This design comes from an exercise in tuning for small area on the open sky130 flow, not from production work. In this exercise RTL edits were held to simulation tests only and were not proved equivalent to the original. The clock port is modelled as an ideal driver; clocking choices that lean on that would not hold on a real chip. Power is estimated from default activity; no workload was simulated.

== P ==
Design uniloader_jtag, start of the top module:
module uniloader_jtag (
    input  wire        clk,
    input  wire        rst,
    input  wire        req_valid,
    input  wire [23:0] req_word,
    output wire        req_ready,
    output reg         rsp_valid,
    output wire        rsp_err,
    output wire [31:0] rsp_data,
    output reg  [3:0]  tap_state,
    output reg         tap_known,
    output reg         tck,
    output reg         tms,
    output reg         tdi,
    input  wire        tdo
);
    localparam S_RESET = 4'h0, S_IDLE  = 4'h1, S_SELDR = 4'h2, S_CAPDR = 4'h3,
               S_SHDR  = 4'h4, S_EX1DR = 4'h5, S_PADR  = 4'h6, S_EX2DR = 4'h7,
               S_UPDR  = 4'h8, S_SELIR = 4'h9, S_CAPIR = 4'hA, S_SHIR  = 4'hB,
               S_EX1IR = 4'hC, S_PAIR  = 4'hD, S_EX2IR = 4'hE, S_UPIR  = 4'hF;
    localparam OP_RESET = 4'h0, OP_SET = 4'h1, OP_BITS = 4'h2, OP_RUN = 4'h3,
               OP_SHIR = 4'h4, OP_SHDR = 4'h5, OP_TOGGLE = 4'h6,
               OP_GETID = 4'h8, OP_INIT = 4'h9, OP_SEND = 4'hA, OP_FINISH = 4'hB,
  ...
Size: about 470 cells after synthesis, about 71 I/O pins, ~3600 sq um of cells after synthesis.
export LEC_CHECK = 0
export ABC_AREA = 1
export CAP_MARGIN = 20
export CORE_MARGIN = 2
export CORE_UTILIZATION = 40
export CTS_BUF_LIST = sky130_fd_sc_hd__clkbuf_4
export CTS_CLUSTER_SIZE = 20
export PLACE_DENSITY = 0.6
export SLEW_MARGIN = 20
create_clock -name core_clock -period 8.0 [get_ports {clk}]
standard.sh (not shown) runs the stock make flow with config.mk's settings and CLKGATE_MAP_FILE= SYNTH_SCRIPT=/design/flow/synth_recipe.tcl, a recipe that flattens the netlist after the stock synthesis.
==> flow/flow/run.sh <==
#!/bin/bash
# Own layout flow: the standard synthesis, then the combinational logic of
# its netlist re-mapped for area with a stronger ABC script (registers kept as
# they are, same cells and names; four runs with different seeds, the smallest
# kept), then the standard layout steps, with small port buffers and a
# clock tree without dummy loads.
set -euo pipefail
W=$PWD
R=$W/orfs/results/$FLOW_PLATFORM/uniloader_jtag/base
YOSYS=yosys
if [[ -x $FLOW_HOME/../tools/install/yosys/bin/yosys ]]; then YOSYS=$FLOW_HOME/../tools/install/yosys/bin/yosys; fi
LIB=$FLOW_HOME/platforms/$FLOW_PLATFORM/lib/sky130_fd_sc_hd__tt_025C_1v80.lib

# 1. standard synthesis
bash standard.sh synth > $W/1_synth.log 2>&1
cp $R/1_2_yosys.v $W/1_2_yosys_standard.v

# 2. area re-mapping of the combinational logic, four seeds in parallel
for S in 0 1 2 3; do
  sed "s/@SEED@/$S/" $W/flow/opt.abc.in > $W/opt_$S.abc
  LIB=$LIB IN_V=$W/1_2_yosys_standard.v TOP=$FLOW_TOP ABC_SCRIPT=$W/opt_$S.abc \
  OUT_V=$W/remap_$S.v OUT_STAT=$W/remap_stat_$S.txt \
    $YOSYS -c $W/flow/reabc.tcl > $W/2_remap_$S.log 2>&1 &
done
wait
best=""; besta=""
for S in 0 1 2 3; do
  a=$(grep "Chip area" $W/remap_stat_$S.txt | awk '{print $NF}' || true)
  [[ -n "$a" ]] || continue
  if [[ -z "$besta" ]] || awk "BEGIN{exit !($a < $besta)}"; then best=$S; besta=$a; fi
done
echo "remap areas: $(grep -h 'Chip area' $W/remap_stat_*.txt | awk '{print $NF}' | tr '\n' ' '); kept seed $best ($besta)" > $W/2_remap_choice.log
cp $W/remap_$best.v $R/1_2_yosys.v
touch $R/1_2_yosys.v

# 3. layout
export BUFFER_PORTS_ARGS="-buffer_cell sky130_fd_sc_hd__buf_1"
export CTS_ARGS="-sink_clustering_enable -repair_clock_nets -dont_use_dummy_load -buf_list sky130_fd_sc_hd__clkbuf_4 -sink_clustering_size 20 -sink_buffer_max_cap_derate 0.6"
bash standard.sh > $W/3_layout.log 2>&1
==> flow/flow/opt.abc.in <==
strash
&get -n
&deepsyn -T 60 -S @SEED@
&put
dch -f
map -a
mfs2
strash
dch -f
map -a
mfs2
strash
dch -f
map -a
==> flow/flow/reabc.tcl <==
# Re-map the combinational logic of a mapped netlist with a stronger ABC script.
# Flip-flops (and tie cells) stay as they are, with their instance names.
yosys -import
set lib $::env(LIB)
read_liberty -ignore_miss_func -ignore_miss_dir $lib
read_verilog $::env(IN_V)
hierarchy -top $::env(TOP)
foreach m [split [exec sh -c "grep -o 'sky130_fd_sc_hd__\[a-z0-9_\]*' $::env(IN_V) | sort -u"] "\n"] {
  if {[regexp {df|dl|conb|tap|fill|decap} $m]} { catch {blackbox $m} }
}
flatten
opt_clean -purge
stat
abc -script $::env(ABC_SCRIPT) -liberty $lib -dont_use *lpflow* -dont_use *probe* -D 8000
opt_clean -purge
setundef -zero
splitnets
opt_clean -purge
hilomap -singleton -hicell sky130_fd_sc_hd__conb_1 HI -locell sky130_fd_sc_hd__conb_1 LO
insbuf -buf sky130_fd_sc_hd__buf_1 A X
tee -o $::env(OUT_STAT) stat -liberty $lib
write_verilog -noattr -noexpr -nohex -nodec $::env(OUT_V)
P: full flow OK, the timing, DRC and antenna checks passed
The inputs of Q differ from those of P as listed below.
--- a/flow/flow/run.sh
+++ b/flow/flow/run.sh
@@ -37,3 +37,3 @@
 export BUFFER_PORTS_ARGS="-buffer_cell sky130_fd_sc_hd__buf_1"
-export CTS_ARGS="-sink_clustering_enable -repair_clock_nets -dont_use_dummy_load -buf_list sky130_fd_sc_hd__clkbuf_4 -sink_clustering_size 20 -sink_buffer_max_cap_derate 0.6"
+export CTS_ARGS="-sink_clustering_enable -repair_clock_nets -dont_use_dummy_load -buf_list \"sky130_fd_sc_hd__clkbuf_4 sky130_fd_sc_hd__clkbuf_8\" -sink_clustering_size 20"
 bash standard.sh > $W/3_layout.log 2>&1
==> summary.txt <==
Cmp Q vs P: clock network contribution to total cell area higher in Q
Reported for P and Q, number of multi-input logic gates turned out identical to the last digit.
The slack of the critical path reported for Q is smaller than that of P by 34 ps.
Q vs P — first-pass GRT wire length dropped slightly
Looking only at met2 track demand over resource in global routing, and setting everything else aside, the lower value of P and Q goes to Q.
Q ends up with a clock skew that is 14 ps lower than in P.
Diff P -> Q: area growth from synthesis to layout went up, global router's overall resource usage held.
## Diff of input files: R against Q
--- a/flow/flow/run.sh
+++ b/flow/flow/run.sh
@@ -3,5 +3,6 @@
 # its netlist re-mapped for area with a stronger ABC script (registers kept as
-# they are, same cells and names; four runs with different seeds, the smallest
-# kept), then the standard layout steps, with small port buffers and a
-# clock tree without dummy loads.
+# they are, same cells and names; four ABC scripts, the smallest result kept),
+# then the standard layout steps, with small port buffers and a clock
+# tree without dummy loads whose largest leaf buffers get a stronger cell
+# (cts_post.tcl).
 set -euo pipefail
@@ -17,6 +18,5 @@
 
-# 2. area re-mapping of the combinational logic, four seeds in parallel
+# 2. area re-mapping of the combinational logic, four scripts in parallel
 for S in 0 1 2 3; do
-  sed "s/@SEED@/$S/" $W/flow/opt.abc.in > $W/opt_$S.abc
-  LIB=$LIB IN_V=$W/1_2_yosys_standard.v TOP=$FLOW_TOP ABC_SCRIPT=$W/opt_$S.abc \
+  LIB=$LIB IN_V=$W/1_2_yosys_standard.v TOP=$FLOW_TOP ABC_SCRIPT=$W/flow/opt_$S.abc \
   OUT_V=$W/remap_$S.v OUT_STAT=$W/remap_stat_$S.txt \
@@ -37,3 +37,6 @@
 export BUFFER_PORTS_ARGS="-buffer_cell sky130_fd_sc_hd__buf_1"
-export CTS_ARGS="-sink_clustering_enable -repair_clock_nets -dont_use_dummy_load -buf_list \"sky130_fd_sc_hd__clkbuf_4 sky130_fd_sc_hd__clkbuf_8\" -sink_clustering_size 20"
+export CTS_ARGS="-sink_clustering_enable -repair_clock_nets -dont_use_dummy_load -buf_list sky130_fd_sc_hd__clkbuf_4 -sink_clustering_size 20"
+export POST_CTS_TCL=$W/flow/cts_post.tcl
+export LEAF_CLKBUF_BIG=sky130_fd_sc_hd__clkbuf_8
+export LEAF_CLKBUF_MAX_FANOUT=8
 bash standard.sh > $W/3_layout.log 2>&1
==> flow/flow/cts_post.tcl (new file) <==
# After clock tree synthesis: give the leaf clock buffers that drive the most
# register clock pins a stronger cell, for margin on the clock-pin slew.
set block [ord::get_db_block]
set big [[ord::get_db] findMaster $::env(LEAF_CLKBUF_BIG)]
set changed 0
foreach inst [$block getInsts] {
  if { ![string match "clkbuf_*_*__f_clk" [$inst getName]] } { continue }
  set out [[$inst findITerm X] getNet]
  set n [expr {[llength [$out getITerms]] - 1}]
  if { $n > $::env(LEAF_CLKBUF_MAX_FANOUT) } {
    puts "cts_post: [$inst getName] drives $n pins, now [$big getName]"
    $inst swapMaster $big
    incr changed
  }
}
if { $changed } {
  detailed_placement
  check_placement -verbose
}
estimate_parasitics -placement
report_clock_skew
==> flow/flow/opt_0.abc (new file) <==
strash
&get -n
&deepsyn -T 60
&put
dch -f
map -a
mfs2
strash
dch -f
map -a
mfs2
strash
dch -f
map -a
==> flow/flow/opt_1.abc (new file) <==
strash
&get -n
&deepsyn -J 100
&deepsyn -J 100 -S 1
&put
dch -f
map -a
mfs2
strash
dch -f
map -a
mfs2
strash
dch -f
map -a
==> flow/flow/opt_2.abc (new file) <==
strash
&get -n
&deepsyn -J 100
&deepsyn -J 100 -S 1
&deepsyn -J 100 -S 2
&deepsyn -J 100 -S 3
&put
dch -f
map -a
mfs2
strash
dch -f
map -a
mfs2
strash
dch -f
map -a
==> flow/flow/opt_3.abc (new file) <==
strash
&get -n
&deepsyn -J 100 -S 3
&deepsyn -J 100 -S 5
&put
dch -f
map -a
mfs2
strash
dch -f
map -a
mfs2
strash
dch -f
map -a
removed: flow/flow/opt.abc.in
Results
Hold slack delta (R -> Q): insignificant
Worst endpoint required time came out higher on R than on Q.
Between Q and R, the global routing met1 resource utilization figures differ only marginally.
R reports its worst-path cell with the longest stage delay as nor3_1 while Q reports edfxtp_1.
Taking Q as the reference, in R via count of the first global-routing pass decreased by 58 relative to the old numbers, cell area after placement decreased by about 0.44% relative to the old numbers, final worst-path cycle share decreased by 1.5 points relative to the old numbers, number of maximum-capacitance violations closely matched the old numbers.
The inputs of S differ from those of R as listed below.
--- a/flow/flow/run.sh
+++ b/flow/flow/run.sh
@@ -3,6 +3,5 @@
 # its netlist re-mapped for area with a stronger ABC script (registers kept as
-# they are, same cells and names; four ABC scripts, the smallest result kept),
-# then the standard layout steps, with small port buffers and a clock
-# tree without dummy loads whose largest leaf buffers get a stronger cell
-# (cts_post.tcl).
+# they are, same cells and names; four runs with different seeds, the smallest
+# kept), then the standard layout steps, with small port buffers and a
+# clock tree without dummy loads.
 set -euo pipefail
@@ -18,5 +17,6 @@
 
-# 2. area re-mapping of the combinational logic, four scripts in parallel
+# 2. area re-mapping of the combinational logic, four seeds in parallel
 for S in 0 1 2 3; do
-  LIB=$LIB IN_V=$W/1_2_yosys_standard.v TOP=$FLOW_TOP ABC_SCRIPT=$W/flow/opt_$S.abc \
+  sed "s/@SEED@/$S/" $W/flow/opt.abc.in > $W/opt_$S.abc
+  LIB=$LIB IN_V=$W/1_2_yosys_standard.v TOP=$FLOW_TOP ABC_SCRIPT=$W/opt_$S.abc \
   OUT_V=$W/remap_$S.v OUT_STAT=$W/remap_stat_$S.txt \
@@ -37,6 +37,3 @@
 export BUFFER_PORTS_ARGS="-buffer_cell sky130_fd_sc_hd__buf_1"
-export CTS_ARGS="-sink_clustering_enable -repair_clock_nets -dont_use_dummy_load -buf_list sky130_fd_sc_hd__clkbuf_4 -sink_clustering_size 20"
-export POST_CTS_TCL=$W/flow/cts_post.tcl
-export LEAF_CLKBUF_BIG=sky130_fd_sc_hd__clkbuf_8
-export LEAF_CLKBUF_MAX_FANOUT=8
+export CTS_ARGS="-sink_clustering_enable -repair_clock_nets -dont_use_dummy_load -buf_list sky130_fd_sc_hd__clkbuf_8 -sink_clustering_size 20"
 bash standard.sh > $W/3_layout.log 2>&1
==> flow/flow/opt.abc.in (new file) <==
strash
&get -n
&deepsyn -T 60 -S @SEED@
&put
dch -f
map -a
mfs2
strash
dch -f
map -a
mfs2
strash
dch -f
map -a
removed: flow/flow/cts_post.tcl
removed: flow/flow/opt_0.abc
removed: flow/flow/opt_1.abc
removed: flow/flow/opt_2.abc
removed: flow/flow/opt_3.abc
### Flow results
In summary, S completed successfully, with a layout that passed the timing, DRC and antenna checks. Compared to R, S has minimum setup slack in the final design 120 ps lower. Against R, worst slew margin relative to its limit in S came out better. Diff R -> S | cell area | increase of 55 sq um. The run with more routed wire is S, not R. Final period demand of the worst path: S worse than R. The area enclosed by the die boundary was comparable across S and R. Between S and R, the synthesized area figures differ only marginally. The final reports for S and R show fraction of area in registers lower in the former. [compare] base=R new=S: leakage power of the design rose by 3.7%, post-CTS clock slew at the launch and capture registers of the worst setup and hold paths decreased by 30 ps relative to the old numbers, clock share of power higher.

## port drivers added, routing unchanged
How much do the figures lean on ideal ports? The routed layouts below were timed once more, with nothing changed but the port constraints.
Step 1 assumes that a clkbuf_16 drives the clock port and a buf_2 every other input.
Step 2 times the ports against the registers' clock, not the clock port: input delays grow and output delays shrink by t, the midpoint of the rising clock arrivals with the driver on.
Three values: no drivers, after step 1, after step 2; two values: the first two.
run	t, ns	slack for setup (ns)	hold WS [ns]	worst setup path after step 2
P	0.438	3.219 / 3.219 / 3.219	0.450 / 0.450 / 0.450	register to register
Q	0.370	3.185 / 3.185 / 3.185	0.450 / 0.450 / 0.450	register to register
R	0.434	3.305 / 3.305 / 3.305	0.451 / 0.451 / 0.451	register to register
S	0.370	3.185 / 3.185 / 3.185	0.450 / 0.450 / 0.450	register to register
After both steps setup and hold are still met in every run listed.
